Source: an optimization exercise on an open RTL-to-GDS flow (aim: small area, a short achievable clock period and few clock cycles per item). Production flows keep margins and buffers that such runs may drop. The RTL was checked by simulation tests, not by an equivalence proof against the original design. Power figures rest on the tool's default switching activity, not on a simulated workload.

## harbor
## ymodem_rx_unit
module ymodem_rx_unit (
    input  wire        clk,
    input  wire        rst,           
    input  wire        cmd_valid,
    output wire        cmd_ready,
    input  wire [15:0] cmd,
    output reg         res_valid,
    output reg  [1:0]  res_st,        
    output reg  [31:0] res_val,
    output reg  [1:0]  res_tx_n,      
    output wire [7:0]  res_tx0,
    output reg  [7:0]  res_tx1,
    output reg  [1:0]  res_ev_n,      
    output reg  [2:0]  res_ev0,
    output reg  [2:0]  res_ev1,
    output wire [3:0]  res_ev_code,   
    output reg         res_pay        
);
clock: 4.0 ns
lec_check: 0
cap_margin: 20
core_margin: 2
core_utilization: 40
slew_margin: 20
buffer_ports_args: -buffer_cell sky130_fd_sc_hd__buf_2
abc_clock_period_in_ps: 1700
setup_slack_margin: 2.25
cts_args: -sink_clustering_enable -repair_clock_nets -root_buf sky130_fd_sc_hd__clkbuf_16 -buf_list {sky130_fd_sc_hd__clkbuf_8} -dont_use_dummy_load
abc_area: 1
standard.sh (not shown) runs the stock make flow with config.mk's settings and CLKGATE_MAP_FILE= SYNTH_SCRIPT=/design/flow/synth_recipe.tcl, a recipe that flattens the netlist after the stock synthesis.
==> flow/flow/run.sh <==
#!/bin/bash
# The standard layout (standard.sh), with two changes:
#  - the extra ORFS settings of flow/extra.mk are appended to config.mk;
#  - synthesis is the standard flow's synthesis script with ABC's mapping script replaced
#    by flow/abc_area.script (an area-oriented mapping); only the combinational
#    mapping changes, the registers are those of the standard synthesis.
set -o pipefail
cat flow/extra.mk >> config.mk
{
  head -n 1 synth_recipe.tcl
  cat <<EOT
proc abc {args} {
  set i [lsearch -exact \$args -script]
  if {\$i >= 0} { lset args [expr {\$i + 1}] $PWD/flow/abc_area.script }
  yosys abc {*}\$args
}
EOT
  tail -n +2 synth_recipe.tcl
} > flow_synth.tcl
sed "s|SYNTH_SCRIPT=[^ ]*|SYNTH_SCRIPT=$PWD/flow_synth.tcl|" standard.sh > flow_standard.sh
bash flow_standard.sh > standard.log 2>&1
==> flow/flow/abc_area.script <==
strash
&get -n
&st
&dch
&nf -a
&put
buffer -c
topo
stime -c
upsize -c
dnsize -c
==> flow/flow/extra.mk <==
export BUFFER_PORTS_ARGS = -buffer_cell sky130_fd_sc_hd__buf_2
export DONT_USE_CELLS += sky130_fd_sc_hd__or4_1 sky130_fd_sc_hd__or4_2 sky130_fd_sc_hd__or4_4 sky130_fd_sc_hd__or4b_1 sky130_fd_sc_hd__or4b_2 sky130_fd_sc_hd__or4b_4 sky130_fd_sc_hd__or4bb_1 sky130_fd_sc_hd__or4bb_2 sky130_fd_sc_hd__or4bb_4 sky130_fd_sc_hd__nor4_1 sky130_fd_sc_hd__nor4_2 sky130_fd_sc_hd__nor4_4 sky130_fd_sc_hd__nor4b_1 sky130_fd_sc_hd__nor4b_2 sky130_fd_sc_hd__nor4b_4 sky130_fd_sc_hd__nor4bb_1 sky130_fd_sc_hd__nor4bb_2 sky130_fd_sc_hd__nor4bb_4 sky130_fd_sc_hd__or3_1 sky130_fd_sc_hd__or3_2 sky130_fd_sc_hd__or3_4 sky130_fd_sc_hd__or3b_1 sky130_fd_sc_hd__or3b_2 sky130_fd_sc_hd__or3b_4 sky130_fd_sc_hd__a2111oi_0 sky130_fd_sc_hd__a2111oi_1 sky130_fd_sc_hd__a2111oi_2 sky130_fd_sc_hd__a2111oi_4 sky130_fd_sc_hd__a2111o_1 sky130_fd_sc_hd__a2111o_2 sky130_fd_sc_hd__a2111o_4 sky130_fd_sc_hd__clkdlybuf4s50_1 sky130_fd_sc_hd__clkdlybuf4s50_2
export ABC_CLOCK_PERIOD_IN_PS = 1700
export SETUP_SLACK_MARGIN = 2.25
export CTS_ARGS = -sink_clustering_enable -repair_clock_nets -root_buf sky130_fd_sc_hd__clkbuf_16 -buf_list {sky130_fd_sc_hd__clkbuf_8} -dont_use_dummy_load
export ABC_AREA = 1
Testbench counts of harbor, summed over its fixed seeds: cycles 41,589, commands 41,581.
[inputs] amber vs harbor
diff --git a/flow/flow/extra.mk b/flow/flow/extra.mk
--- a/flow/flow/extra.mk
+++ b/flow/flow/extra.mk
@@ -2,3 +2,3 @@
 export DONT_USE_CELLS += sky130_fd_sc_hd__or4_1 sky130_fd_sc_hd__or4_2 sky130_fd_sc_hd__or4_4 sky130_fd_sc_hd__or4b_1 sky130_fd_sc_hd__or4b_2 sky130_fd_sc_hd__or4b_4 sky130_fd_sc_hd__or4bb_1 sky130_fd_sc_hd__or4bb_2 sky130_fd_sc_hd__or4bb_4 sky130_fd_sc_hd__nor4_1 sky130_fd_sc_hd__nor4_2 sky130_fd_sc_hd__nor4_4 sky130_fd_sc_hd__nor4b_1 sky130_fd_sc_hd__nor4b_2 sky130_fd_sc_hd__nor4b_4 sky130_fd_sc_hd__nor4bb_1 sky130_fd_sc_hd__nor4bb_2 sky130_fd_sc_hd__nor4bb_4 sky130_fd_sc_hd__or3_1 sky130_fd_sc_hd__or3_2 sky130_fd_sc_hd__or3_4 sky130_fd_sc_hd__or3b_1 sky130_fd_sc_hd__or3b_2 sky130_fd_sc_hd__or3b_4 sky130_fd_sc_hd__a2111oi_0 sky130_fd_sc_hd__a2111oi_1 sky130_fd_sc_hd__a2111oi_2 sky130_fd_sc_hd__a2111oi_4 sky130_fd_sc_hd__a2111o_1 sky130_fd_sc_hd__a2111o_2 sky130_fd_sc_hd__a2111o_4 sky130_fd_sc_hd__clkdlybuf4s50_1 sky130_fd_sc_hd__clkdlybuf4s50_2
-export ABC_CLOCK_PERIOD_IN_PS = 1700
+export ABC_CLOCK_PERIOD_IN_PS = 2000
 export SETUP_SLACK_MARGIN = 2.25
diff --git a/flow/config.mk b/flow/config.mk
--- a/flow/config.mk
+++ b/flow/config.mk
@@ -9,3 +9,3 @@
 export CORE_MARGIN = 2
-export CORE_UTILIZATION = 40
+export CORE_UTILIZATION = 60
 export SLEW_MARGIN = 20
@@ -13,3 +13,3 @@
 export DONT_USE_CELLS += sky130_fd_sc_hd__or4_1 sky130_fd_sc_hd__or4_2 sky130_fd_sc_hd__or4_4 sky130_fd_sc_hd__or4b_1 sky130_fd_sc_hd__or4b_2 sky130_fd_sc_hd__or4b_4 sky130_fd_sc_hd__or4bb_1 sky130_fd_sc_hd__or4bb_2 sky130_fd_sc_hd__or4bb_4 sky130_fd_sc_hd__nor4_1 sky130_fd_sc_hd__nor4_2 sky130_fd_sc_hd__nor4_4 sky130_fd_sc_hd__nor4b_1 sky130_fd_sc_hd__nor4b_2 sky130_fd_sc_hd__nor4b_4 sky130_fd_sc_hd__nor4bb_1 sky130_fd_sc_hd__nor4bb_2 sky130_fd_sc_hd__nor4bb_4 sky130_fd_sc_hd__or3_1 sky130_fd_sc_hd__or3_2 sky130_fd_sc_hd__or3_4 sky130_fd_sc_hd__or3b_1 sky130_fd_sc_hd__or3b_2 sky130_fd_sc_hd__or3b_4 sky130_fd_sc_hd__a2111oi_0 sky130_fd_sc_hd__a2111oi_1 sky130_fd_sc_hd__a2111oi_2 sky130_fd_sc_hd__a2111oi_4 sky130_fd_sc_hd__a2111o_1 sky130_fd_sc_hd__a2111o_2 sky130_fd_sc_hd__a2111o_4 sky130_fd_sc_hd__clkdlybuf4s50_1 sky130_fd_sc_hd__clkdlybuf4s50_2
-export ABC_CLOCK_PERIOD_IN_PS = 1700
+export ABC_CLOCK_PERIOD_IN_PS = 2000
 export SETUP_SLACK_MARGIN = 2.25
==> comparison <==
| average via count per standard cell | amber vs harbor | 7.6% higher |. Delta(post-CTS resize count, amber - harbor) > 0. Cell area: amber better than harbor. harbor vs amber, critical path start-end classification: flop to output port vs flop to flop. ~same total area of sequential cells in amber and harbor. Comparing amber with harbor, the later-pin clock latency in the skew report came out essentially unchanged. Per the comparison of amber with harbor, gate count of the mapped netlist neither gained nor lost much, starting density of the core picked up an extra 20 points. Setup slack of the critical path after layout in amber vs harbor: down 0.13 ns.
## Diff of input files: zinc against amber
==> flow/flow/run.sh <==
#!/bin/bash
# The standard layout (standard.sh, its synthesis unchanged in its registers),
# with the extra ORFS settings of flow/extra.mk appended to config.mk.
set -o pipefail
cat flow/extra.mk >> config.mk
bash standard.sh > standard.log 2>&1
diff --git a/flow/flow/extra.mk b/flow/flow/extra.mk
--- a/flow/flow/extra.mk
+++ b/flow/flow/extra.mk
@@ -2,3 +2,3 @@
 export DONT_USE_CELLS += sky130_fd_sc_hd__or4_1 sky130_fd_sc_hd__or4_2 sky130_fd_sc_hd__or4_4 sky130_fd_sc_hd__or4b_1 sky130_fd_sc_hd__or4b_2 sky130_fd_sc_hd__or4b_4 sky130_fd_sc_hd__or4bb_1 sky130_fd_sc_hd__or4bb_2 sky130_fd_sc_hd__or4bb_4 sky130_fd_sc_hd__nor4_1 sky130_fd_sc_hd__nor4_2 sky130_fd_sc_hd__nor4_4 sky130_fd_sc_hd__nor4b_1 sky130_fd_sc_hd__nor4b_2 sky130_fd_sc_hd__nor4b_4 sky130_fd_sc_hd__nor4bb_1 sky130_fd_sc_hd__nor4bb_2 sky130_fd_sc_hd__nor4bb_4 sky130_fd_sc_hd__or3_1 sky130_fd_sc_hd__or3_2 sky130_fd_sc_hd__or3_4 sky130_fd_sc_hd__or3b_1 sky130_fd_sc_hd__or3b_2 sky130_fd_sc_hd__or3b_4 sky130_fd_sc_hd__a2111oi_0 sky130_fd_sc_hd__a2111oi_1 sky130_fd_sc_hd__a2111oi_2 sky130_fd_sc_hd__a2111oi_4 sky130_fd_sc_hd__a2111o_1 sky130_fd_sc_hd__a2111o_2 sky130_fd_sc_hd__a2111o_4 sky130_fd_sc_hd__clkdlybuf4s50_1 sky130_fd_sc_hd__clkdlybuf4s50_2
-export ABC_CLOCK_PERIOD_IN_PS = 2000
+export ABC_CLOCK_PERIOD_IN_PS = 1400
 export SETUP_SLACK_MARGIN = 2.25
diff --git a/flow/config.mk b/flow/config.mk
--- a/flow/config.mk
+++ b/flow/config.mk
@@ -9,3 +9,3 @@
 export CORE_MARGIN = 2
-export CORE_UTILIZATION = 60
+export CORE_UTILIZATION = 40
 export SLEW_MARGIN = 20
@@ -13,3 +13,3 @@
 export DONT_USE_CELLS += sky130_fd_sc_hd__or4_1 sky130_fd_sc_hd__or4_2 sky130_fd_sc_hd__or4_4 sky130_fd_sc_hd__or4b_1 sky130_fd_sc_hd__or4b_2 sky130_fd_sc_hd__or4b_4 sky130_fd_sc_hd__or4bb_1 sky130_fd_sc_hd__or4bb_2 sky130_fd_sc_hd__or4bb_4 sky130_fd_sc_hd__nor4_1 sky130_fd_sc_hd__nor4_2 sky130_fd_sc_hd__nor4_4 sky130_fd_sc_hd__nor4b_1 sky130_fd_sc_hd__nor4b_2 sky130_fd_sc_hd__nor4b_4 sky130_fd_sc_hd__nor4bb_1 sky130_fd_sc_hd__nor4bb_2 sky130_fd_sc_hd__nor4bb_4 sky130_fd_sc_hd__or3_1 sky130_fd_sc_hd__or3_2 sky130_fd_sc_hd__or3_4 sky130_fd_sc_hd__or3b_1 sky130_fd_sc_hd__or3b_2 sky130_fd_sc_hd__or3b_4 sky130_fd_sc_hd__a2111oi_0 sky130_fd_sc_hd__a2111oi_1 sky130_fd_sc_hd__a2111oi_2 sky130_fd_sc_hd__a2111oi_4 sky130_fd_sc_hd__a2111o_1 sky130_fd_sc_hd__a2111o_2 sky130_fd_sc_hd__a2111o_4 sky130_fd_sc_hd__clkdlybuf4s50_1 sky130_fd_sc_hd__clkdlybuf4s50_2
-export ABC_CLOCK_PERIOD_IN_PS = 2000
+export ABC_CLOCK_PERIOD_IN_PS = 1400
 export SETUP_SLACK_MARGIN = 2.25
removed: flow/flow/abc_area.script
==> results.txt <==
- Changes observed in zinc relative to amber: wire length of the first global-routing pass now sits higher; proportion of power drawn by combinational gates climbed 0.3 points; power dissipated in the clock network went up by 2.5%; net switching power increased by 0.029 mW relative to the old numbers; shortest clock period the worst path allows after layout -0.12 ns.
- Compared with amber, zinc shows a higher die area.
- Relative to amber, the XOR/XNOR share of the synthesized area of zinc is lower by 3.7 points.
- zinc vs. amber: total number of vias up 538, fraction of area in multi-input gates -2.0 points.

-- what the ideal ports hide --
No port has a modelled driver above. Below, the same layouts with a new extraction and two added sets of constraints.
Step 1 sets driving cells, clkbuf_16 on the clock port and buf_2 on the other inputs (assumed; they add their load-dependent delay and slew).
Step 2 adds t to the input delays and takes it off the output delays; t is the mean of the earliest and latest rising clock arrival at the registers after step 1. Input paths then give back, and output paths get back, about the clock's delay inside the block.
Three values: ideal, step 1, step 2; two values: the first two.
run | shift t [ns] | slack for setup (ns) | worst hold slack (ns) | slew at the worst register clock pin (ns) | pins driven straight from the clock port
harbor | 0.394 | 2.295 / 2.256 / 1.933 | 0.345 / 0.345 / 0.345 | 0.08 / 0.08 | 1
amber | 0.404 | 2.168 / 2.168 / 1.955 | 0.379 / 0.379 / 0.379 | 0.08 / 0.08 | 1
zinc | 0.413 | 2.290 / 2.249 / 1.932 | 0.410 / 0.410 / 0.410 | 0.09 / 0.09 | 1
After both steps setup and hold are still met in every run listed. The setup slack of harbor, which loses most, moves by -0.039 ns with the drivers and by -0.362 ns with both steps.
